This is an optimization exercise on Yosys and OpenROAD, whose aim is small area, a short achievable clock period and few clock cycles, not a production implementation. At most, simulation tests tie the RTL to the original design; equivalence was not proved. Power and IR drop assume default switching activity.

## fsc_fp
module fsc_fp (
    input  wire        clk,
    input  wire        rst,           
    input  wire        in_valid,
    input  wire [7:0]  in_data,
    output wire        in_ready,
    input  wire        fp_reset,
    input  wire        set_intron,
    input  wire [31:0] intron_in,     
    output wire        ev_valid,
    input  wire        ev_ready,
    output wire [2:0]  ev_code,
    output wire [63:0] ev_data,
    input  wire        ans_valid,
    input  wire [7:0]  ans_data       
);
clock: 9.0 ns
lec_check: 0
cap_margin: 20
core_margin: 2
core_utilization: 40
slew_margin: 20
standard.sh (not shown) runs the stock make flow with config.mk's settings and CLKGATE_MAP_FILE= SYNTH_SCRIPT=/design/flow/synth_recipe.tcl, a recipe that flattens the netlist after the stock synthesis.
==> flow/flow/run.sh <==
#!/bin/bash
# Standard ORFS layout, with plain buffers on the ports instead of the
# default delay-cell port buffers, timing repair aimed at a shorter
# period than the design's, and a clock tree of smaller buffers.
export BUFFER_PORTS_ARGS="-buffer_cell sky130_fd_sc_hd__buf_1"
export SETUP_SLACK_MARGIN=5.6
export CTS_ARGS="-sink_clustering_enable -repair_clock_nets -dont_use_dummy_load -buf_list {sky130_fd_sc_hd__clkbuf_4 sky130_fd_sc_hd__clkbuf_8}"
bash standard.sh > standard.log 2>&1
The first run completed with no timing, DRC or antenna violations.
Edit:
==> flow/flow/run.sh (replaced) <==
#!/bin/bash
# The standard ORFS layout (standard.sh) with these changes:
#  - synthesis maps logic with flow/abc_area.script (see synth_prefix.tcl)
#  - plain buf_1 port buffers instead of the default delay cells
#  - timing repair aimed at a shorter period than the design's
#  - a clock tree of smaller buffers, without dummy loads
set -e
here=$(pwd)
sed "s#@ABC_SCRIPT@#$here/flow/abc_area.script#" flow/synth_prefix.tcl > my_synth.tcl
cat synth_recipe.tcl >> my_synth.tcl
sed "s#SYNTH_SCRIPT=[^ ]*#SYNTH_SCRIPT=$here/my_synth.tcl#" standard.sh > my_standard.sh
export BUFFER_PORTS_ARGS="-buffer_cell sky130_fd_sc_hd__buf_1"
export SETUP_SLACK_MARGIN=5.6
export CTS_ARGS="-sink_clustering_enable -repair_clock_nets -dont_use_dummy_load -buf_list {sky130_fd_sc_hd__clkbuf_8}"
bash my_standard.sh > standard.log 2>&1
==> flow/flow/abc_area.script (new file) <==
strash
&get -n
&st
&dch
&nf -R 1000
&put
==> flow/flow/synth_prefix.tcl (new file) <==
set my_abc_script @ABC_SCRIPT@
proc fix_abc {args} {
  global abc_args my_abc_script
  if {[lindex $abc_args 0] eq "-script" && [lindex $abc_args 1] ne $my_abc_script} {
    set abc_args [lreplace $abc_args 1 1 $my_abc_script]
  }
}
trace add variable ::abc_args write fix_abc
CORE_UTILIZATION = 65   (was 40)
Result:
- final area shrinks by a few percent
- clock power barely changes
- via count goes up by a few percent
Edit:
--- a/flow/flow/run.sh
+++ b/flow/flow/run.sh
@@ -13,3 +13,3 @@
 export SETUP_SLACK_MARGIN=5.6
-export CTS_ARGS="-sink_clustering_enable -repair_clock_nets -dont_use_dummy_load -buf_list {sky130_fd_sc_hd__clkbuf_8}"
+export CTS_ARGS="-sink_clustering_enable -repair_clock_nets -dont_use_dummy_load -buf_list {sky130_fd_sc_hd__clkbuf_8} -sink_clustering_size 40 -sink_clustering_max_diameter 100"
 bash my_standard.sh > standard.log 2>&1
CORE_UTILIZATION = 40   (was 65)
What happened:
- worst setup slack gets better by 0.049 ns
- combinational power came out higher by about 1%
- design area came out higher by 1.4%
- clock skew stays flat
- non-clock buffer count stays the same
- register-to-register slack gets better by 0.04 ns
- critical path depth stays the same
- wire length stays flat
- area after synthesis is unchanged
- first-iteration DRC count came out lower by 44%
Edit:
==> flow/flow/run.sh (replaced) <==
#!/bin/bash
# Standard ORFS layout (standard.sh) with plain buf_1 port buffers, timing
# repair aimed at a shorter period than the design's, and a clock tree of
# clkbuf_8 buffers without dummy loads.
export BUFFER_PORTS_ARGS="-buffer_cell sky130_fd_sc_hd__buf_1"
export SETUP_SLACK_MARGIN=5.6
export CTS_ARGS="-sink_clustering_enable -repair_clock_nets -dont_use_dummy_load -buf_list {sky130_fd_sc_hd__clkbuf_8}"
bash standard.sh > standard.log 2>&1
CORE_UTILIZATION = 65   (was 40)
removed: flow/flow/abc_area.script
removed: flow/flow/synth_prefix.tcl
After rerunning: Clock-buffer cell count does not change; fmax came out lower by about 0.46%; cell area came out higher by about 1.7%; critical path depth came out higher by 1; worst setup slack degrades by 0.015 ns; cell count came out lower by about 6.6%; sequential power stays flat; total power is about the same.
Function was not checked in any run of this note: the RTL went through the layout flow alone.

---

fsc_fp, a different RTL version from the one above (not shown whole).
For scale: roughly 850 cells after synthesis, roughly 0.0092 mm² of cells after synthesis.
clock: 9.0 ns
lec_check: 0
cap_margin: 20
core_margin: 2
core_utilization: 40
slew_margin: 20
==> flow/flow/run.sh <==
#!/bin/bash
# The standard ORFS layout (standard.sh) with these changes:
#  - synthesis maps logic with flow/abc_area.script (see synth_prefix.tcl)
#  - plain buf_1 port buffers instead of the default delay cells
#  - timing repair aimed at a shorter period than the design's
#  - a clock tree of smaller buffers, without dummy loads
set -e
here=$(pwd)
sed "s#@ABC_SCRIPT@#$here/flow/abc_area.script#" flow/synth_prefix.tcl > my_synth.tcl
cat synth_recipe.tcl >> my_synth.tcl
sed "s#SYNTH_SCRIPT=[^ ]*#SYNTH_SCRIPT=$here/my_synth.tcl#" standard.sh > my_standard.sh
export BUFFER_PORTS_ARGS="-buffer_cell sky130_fd_sc_hd__buf_1"
export SETUP_SLACK_MARGIN=5.8
export CTS_ARGS="-sink_clustering_enable -repair_clock_nets -dont_use_dummy_load -buf_list {sky130_fd_sc_hd__clkbuf_8}"
bash my_standard.sh > standard.log 2>&1
==> flow/flow/abc_area.script <==
strash
&get -n
&st
&dch
&nf -R 1000
&put
==> flow/flow/synth_prefix.tcl <==
set my_abc_script @ABC_SCRIPT@
proc fix_abc {args} {
  global abc_args my_abc_script
  if {[lindex $abc_args 0] eq "-script" && [lindex $abc_args 1] ne $my_abc_script} {
    set abc_args [lreplace $abc_args 1 1 $my_abc_script]
  }
}
trace add variable ::abc_args write fix_abc
The first run passed the timing, DRC and antenna checks.
Testbench counts at the start, summed over its fixed seeds: cycles 15,963.
==> next run, changes <==
--- a/flow/flow/run.sh
+++ b/flow/flow/run.sh
@@ -14 +14 @@
-export CTS_ARGS="-sink_clustering_enable -repair_clock_nets -dont_use_dummy_load -buf_list {sky130_fd_sc_hd__clkbuf_8}"
+export CTS_ARGS="-sink_clustering_enable -repair_clock_nets -dont_use_dummy_load -buf_list {sky130_fd_sc_hd__clkbuf_4 sky130_fd_sc_hd__clkbuf_8}"
What happened: Critical path depth is unchanged. Die area is unchanged. Area after synthesis stays the same. Routed wire length does not change. Cell area stays the same. Global-route usage does not change.
==> next run, changes <==
--- a/flow/flow/run.sh
+++ b/flow/flow/run.sh
@@ -13 +13 @@
-export SETUP_SLACK_MARGIN=5.8
+export SETUP_SLACK_MARGIN=6.0
After rerunning:
- The new run produced a clean layout
- wire length increases by a few percent
- design area grows by a little under a tenth
- area after synthesis does not change
- hold slack got worse by 7.7 ps
- worst setup slack got worse by 110 ps
==> next run, changes <==
--- a/flow/flow/run.sh
+++ b/flow/flow/run.sh
@@ -13 +13 @@
-export SETUP_SLACK_MARGIN=6.0
+export SETUP_SLACK_MARGIN=5.6
The new run finished clean.
Cell area drops by 9.7%.
Wire length fell by 6.9%.
Worst hold slack improved by 12 ps.

---

Another version of the RTL of fsc_fp (not shown whole).
Size: about 810 cells after synthesis, ~200 flip-flops, about 9000 um^2 of cells after synthesis.
export LEC_CHECK = 0
export CAP_MARGIN = 20
export CORE_MARGIN = 2
export CORE_UTILIZATION = 40
export SLEW_MARGIN = 20
create_clock -name core_clock -period 9.0 [get_ports {clk}]
==> flow/flow/run.sh <==
#!/bin/bash
# The standard ORFS layout (standard.sh) with these changes:
#  - synthesis maps logic with flow/abc_area.script (see synth_prefix.tcl)
#  - plain buf_1 port buffers instead of the default delay cells
#  - timing repair aimed at a shorter period than the design's
#  - a clock tree of smaller buffers, without dummy loads
set -e
here=$(pwd)
sed "s#@ABC_SCRIPT@#$here/flow/abc_area.script#" flow/synth_prefix.tcl > my_synth.tcl
cat synth_recipe.tcl >> my_synth.tcl
sed "s#SYNTH_SCRIPT=[^ ]*#SYNTH_SCRIPT=$here/my_synth.tcl#" standard.sh > my_standard.sh
export BUFFER_PORTS_ARGS="-buffer_cell sky130_fd_sc_hd__buf_1"
export SETUP_SLACK_MARGIN=5.8
export CTS_ARGS="-sink_clustering_enable -repair_clock_nets -dont_use_dummy_load -buf_list {sky130_fd_sc_hd__clkbuf_4 sky130_fd_sc_hd__clkbuf_8}"
bash my_standard.sh > standard.log 2>&1
==> flow/flow/abc_area.script <==
strash
ifraig
scorr
dc2
strash
&get -n
&st
&dch
&nf -R 1000
&put
Scripts as last shown in full above: flow/flow/synth_prefix.tcl
Testbench counts at the start, summed over its fixed seeds: cycles 15,963.
Then changed:
--- a/flow/flow/run.sh
+++ b/flow/flow/run.sh
@@ -12,3 +12,3 @@
 export BUFFER_PORTS_ARGS="-buffer_cell sky130_fd_sc_hd__buf_1"
-export SETUP_SLACK_MARGIN=5.8
+export SETUP_SLACK_MARGIN=5.7
 export CTS_ARGS="-sink_clustering_enable -repair_clock_nets -dont_use_dummy_load -buf_list {sky130_fd_sc_hd__clkbuf_4 sky130_fd_sc_hd__clkbuf_8}"
==> flow/flow/abc_area.script (replaced) <==
strash
&get -n
&st
&dch
&nf -R 1000
&put
What happened:
- worst setup slack improves by 0.79 ns
- routed wire length shrinks by about 6%
- critical path depth went down by 21
- non-clock buffer count shrinks by 61
- core utilization decreases by 4.3 points

---

== v24 ==
Starting RTL as in the previous note.
==> flow/config.mk <==
export PLATFORM = sky130hd
export DESIGN_NAME = fsc_fp
export DESIGN_NICKNAME = fsc_fp
export VERILOG_FILES = /design/flow/design.v
export SDC_FILE = /design/flow/constraint.sdc
export NUM_CORES = 4
export LEC_CHECK = 0
export CAP_MARGIN = 20
export CORE_MARGIN = 2
export CORE_UTILIZATION = 40
export SLEW_MARGIN = 20
==> flow/constraint.sdc <==
create_clock -name core_clock -period 9.0 [get_ports {clk}]
set_input_delay 1.8000 -clock core_clock [delete_from_list [all_inputs] [get_ports {clk}]]
set_output_delay 1.8000 -clock core_clock [all_outputs]
set_load 0.01 [all_outputs]
==> flow/flow/run.sh <==
#!/bin/bash
# The standard ORFS layout (standard.sh) with these changes:
#  - synthesis maps logic with flow/abc_area.script (see synth_prefix.tcl)
#  - plain buf_1 port buffers instead of the default delay cells
#  - timing repair aimed at a shorter period than the design's
#  - a clock tree of smaller buffers, without dummy loads
set -e
here=$(pwd)
sed "s#@ABC_SCRIPT@#$here/flow/abc_area.script#" flow/synth_prefix.tcl > my_synth.tcl
cat synth_recipe.tcl >> my_synth.tcl
sed "s#SYNTH_SCRIPT=[^ ]*#SYNTH_SCRIPT=$here/my_synth.tcl#" standard.sh > my_standard.sh
export BUFFER_PORTS_ARGS="-buffer_cell sky130_fd_sc_hd__buf_1"
export SETUP_SLACK_MARGIN=5.8
export CTS_ARGS="-sink_clustering_enable -repair_clock_nets -dont_use_dummy_load -buf_list {sky130_fd_sc_hd__clkbuf_4 sky130_fd_sc_hd__clkbuf_8}"
bash my_standard.sh > standard.log 2>&1
==> flow/flow/abc_area.script <==
strash
&get -n
&st
&dch
&nf -R 1000
&put
Scripts as last shown in full above: flow/flow/synth_prefix.tcl
Testbench counts of v24, summed over its fixed seeds: cycles 15,963.
For v57, these inputs were changed with respect to v24:
diff --git a/flow/flow/run.sh b/flow/flow/run.sh
--- a/flow/flow/run.sh
+++ b/flow/flow/run.sh
@@ -12,3 +12,3 @@
 export BUFFER_PORTS_ARGS="-buffer_cell sky130_fd_sc_hd__buf_1"
-export SETUP_SLACK_MARGIN=5.8
+export SETUP_SLACK_MARGIN=5.9
 export CTS_ARGS="-sink_clustering_enable -repair_clock_nets -dont_use_dummy_load -buf_list {sky130_fd_sc_hd__clkbuf_4 sky130_fd_sc_hd__clkbuf_8}"
v57: full flow OK, the timing, DRC and antenna checks passed. On worst reg-to-reg setup slack, v24 loses to v57. From v24 to v57 the numbers moved as follows: relative contribution of combinational cells to total power shows no meaningful change, register area shows no meaningful change. Compared with v24, in v57 global-route total usage across every layer has remained practically unchanged; fraction of registers with async set/reset has remained practically unchanged; number of cells in the finished layout apart from fillers has increased.
The inputs of v5 differ from those of v57 as listed below.
diff --git a/flow/flow/run.sh b/flow/flow/run.sh
--- a/flow/flow/run.sh
+++ b/flow/flow/run.sh
@@ -4,3 +4,3 @@
 #  - plain buf_1 port buffers instead of the default delay cells
-#  - timing repair aimed at a shorter period than the design's
+#  - timing repair aimed at a shorter period than the design's (5.75 ns slack margin)
 #  - a clock tree of smaller buffers, without dummy loads
@@ -12,3 +12,3 @@
 export BUFFER_PORTS_ARGS="-buffer_cell sky130_fd_sc_hd__buf_1"
-export SETUP_SLACK_MARGIN=5.9
+export SETUP_SLACK_MARGIN=5.75
 export CTS_ARGS="-sink_clustering_enable -repair_clock_nets -dont_use_dummy_load -buf_list {sky130_fd_sc_hd__clkbuf_4 sky130_fd_sc_hd__clkbuf_8}"
==> comparison <==
v57 → v5: clock group share of total power comparable, worst setup slack went down by 0.020 ns, final hold slack went up by 0.0040 ns, number of cells after detailed placement was more or less identical, routed wire length now smaller.
Edits applied to the flow inputs when going from v5 to v17:
diff --git a/flow/flow/run.sh b/flow/flow/run.sh
--- a/flow/flow/run.sh
+++ b/flow/flow/run.sh
@@ -4,3 +4,3 @@
 #  - plain buf_1 port buffers instead of the default delay cells
-#  - timing repair aimed at a shorter period than the design's (5.75 ns slack margin)
+#  - timing repair aimed at a shorter period than the design's
 #  - a clock tree of smaller buffers, without dummy loads
Diff v17..v5 | via count | unchanged. v17 -> v5: post-route cell area delta 0, exact match. v17 vs. v5: wire length reported by the detailed router comparable; switching power comparable; slack of the worst reg-to-reg path comparable; synthesized area comparable; total inserted antenna cells comparable. Diff v17..v5 | count of non-filler cells in the finished layout | unchanged.

---

Another version of the RTL of fsc_fp (not shown whole).
Size in the first run: ~840 cells after synthesis, ~200 flip-flops, about 9100 µm² of cells after synthesis.
clock: 9.0 ns
lec_check: 0
cap_margin: 20
core_margin: 2
core_utilization: 40
slew_margin: 20
==> flow/flow/run.sh <==
#!/bin/bash
# The standard ORFS layout (standard.sh) with these changes:
#  - synthesis maps logic with flow/abc_area.script (see synth_prefix.tcl)
#  - plain buf_1 port buffers instead of the default delay cells
#  - timing repair aimed at a shorter period than the design's
#  - a clock tree of smaller buffers, without dummy loads
set -e
here=$(pwd)
sed "s#@ABC_SCRIPT@#$here/flow/abc_area.script#" flow/synth_prefix.tcl > my_synth.tcl
cat synth_recipe.tcl >> my_synth.tcl
sed "s#SYNTH_SCRIPT=[^ ]*#SYNTH_SCRIPT=$here/my_synth.tcl#" standard.sh > my_standard.sh
export BUFFER_PORTS_ARGS="-buffer_cell sky130_fd_sc_hd__buf_1"
export SETUP_SLACK_MARGIN=5.8
export CTS_ARGS="-sink_clustering_enable -repair_clock_nets -dont_use_dummy_load -buf_list {sky130_fd_sc_hd__clkbuf_4 sky130_fd_sc_hd__clkbuf_8}"
bash my_standard.sh > standard.log 2>&1
Scripts as last shown in full above: flow/flow/abc_area.script, flow/flow/synth_prefix.tcl
The starting point finished clean.
Rerun with:
--- a/flow/flow/run.sh
+++ b/flow/flow/run.sh
@@ -11,5 +11,5 @@
 sed "s#SYNTH_SCRIPT=[^ ]*#SYNTH_SCRIPT=$here/my_synth.tcl#" standard.sh > my_standard.sh
 export BUFFER_PORTS_ARGS="-buffer_cell sky130_fd_sc_hd__buf_1"
-export SETUP_SLACK_MARGIN=5.8
+export SETUP_SLACK_MARGIN=5.6
 export CTS_ARGS="-sink_clustering_enable -repair_clock_nets -dont_use_dummy_load -buf_list {sky130_fd_sc_hd__clkbuf_4 sky130_fd_sc_hd__clkbuf_8}"
 bash my_standard.sh > standard.log 2>&1
Critical path depth shrinks by 1.
Global-route usage shrinks by 0.87 points.
Core utilization shrinks by 4.7 points.
Fmax hardly moves.
Worst setup slack gets better by 0.0049 ns.
Area after synthesis stays the same.
Non-clock buffer count shrinks by 10.
Synthesized cell count does not change.
Worst hold slack gets better by 0.0068 ns.
Final area shrinks by 9.3%.
Routed wire length shrinks by 7.4%.
No run of this note included a check of the RTL's function; only the layout flow was run.

re-timing with driven ports:
In the flow no input, the clock included, has a driving cell. The finished layouts below were timed again as built, in two steps. Step 1 (the two cells are an assumption about what drives the block):
set clk [get_ports {clk}]
set_driving_cell -lib_cell sky130_fd_sc_hd__clkbuf_16 $clk
set_driving_cell -lib_cell sky130_fd_sc_hd__buf_2 [delete_from_list [all_inputs] $clk]
Step 2 also shifts input and output timing later by t, the mid clock arrival at the registers, as if the neighbouring blocks saw the same clock. Three values: no drivers, after step 1, after step 2; two values: the first two.
run | t, ns | slack for setup (ns) | hold slack, ns | cell pins on the clock port's net
the first run of note 1 | 0.492 | 5.730 / 5.691 / 5.343 | 0.376 / 0.376 / 0.376 | 1
the second run of note 1 | 0.497 | 5.659 / 5.621 / 5.301 | 0.406 / 0.406 / 0.406 | 1
the third run of note 1 | 0.493 | 5.709 / 5.666 / 5.271 | 0.371 / 0.371 / 0.371 | 1
the fourth run of note 1 | 0.487 | 5.694 / 5.655 / 5.338 | 0.393 / 0.393 / 0.393 | 1
the first run of note 2 | 0.482 | 5.794 / 5.754 / 5.487 | 0.368 / 0.368 / 0.368 | 1
the second run of note 2 | 0.482 | 5.794 / 5.754 / 5.487 | 0.368 / 0.368 / 0.368 | 1
the third run of note 2 | 0.505 | 5.683 / 5.636 / 5.619 | 0.360 / 0.360 / 0.360 | 1
the fourth run of note 2 | 0.487 | 5.724 / 5.690 / 5.256 | 0.372 / 0.372 / 0.372 | 1
the first run of note 3 | 0.496 | 4.923 / 4.923 / 4.923 | 0.346 / 0.346 / 0.346 | 1
the second run of note 3 | 0.489 | 5.714 / 5.728 / 5.239 | 0.378 / 0.378 / 0.378 | 1
v24 | 0.487 | 5.744 / 5.704 / 5.345 | 0.366 / 0.366 / 0.366 | 1
v57 | 0.489 | 5.805 / 5.766 / 5.453 | 0.352 / 0.352 / 0.352 | 1
v5 | 0.489 | 5.786 / 5.748 / 5.381 | 0.357 / 0.357 / 0.357 | 1
v17 | 0.489 | 5.786 / 5.748 / 5.381 | 0.357 / 0.357 / 0.357 | 1
the first run of note 5 | 0.492 | 5.689 / 5.649 / 5.451 | 0.371 / 0.371 / 0.371 | 1
the second run of note 5 | 0.488 | 5.694 / 5.654 / 5.348 | 0.378 / 0.378 / 0.378 | 1
After both steps every run listed still meets setup and hold. The setup slack of the second run of note 3, which loses most, moves by +0.014 ns with the drivers and by -0.475 ns with both steps.
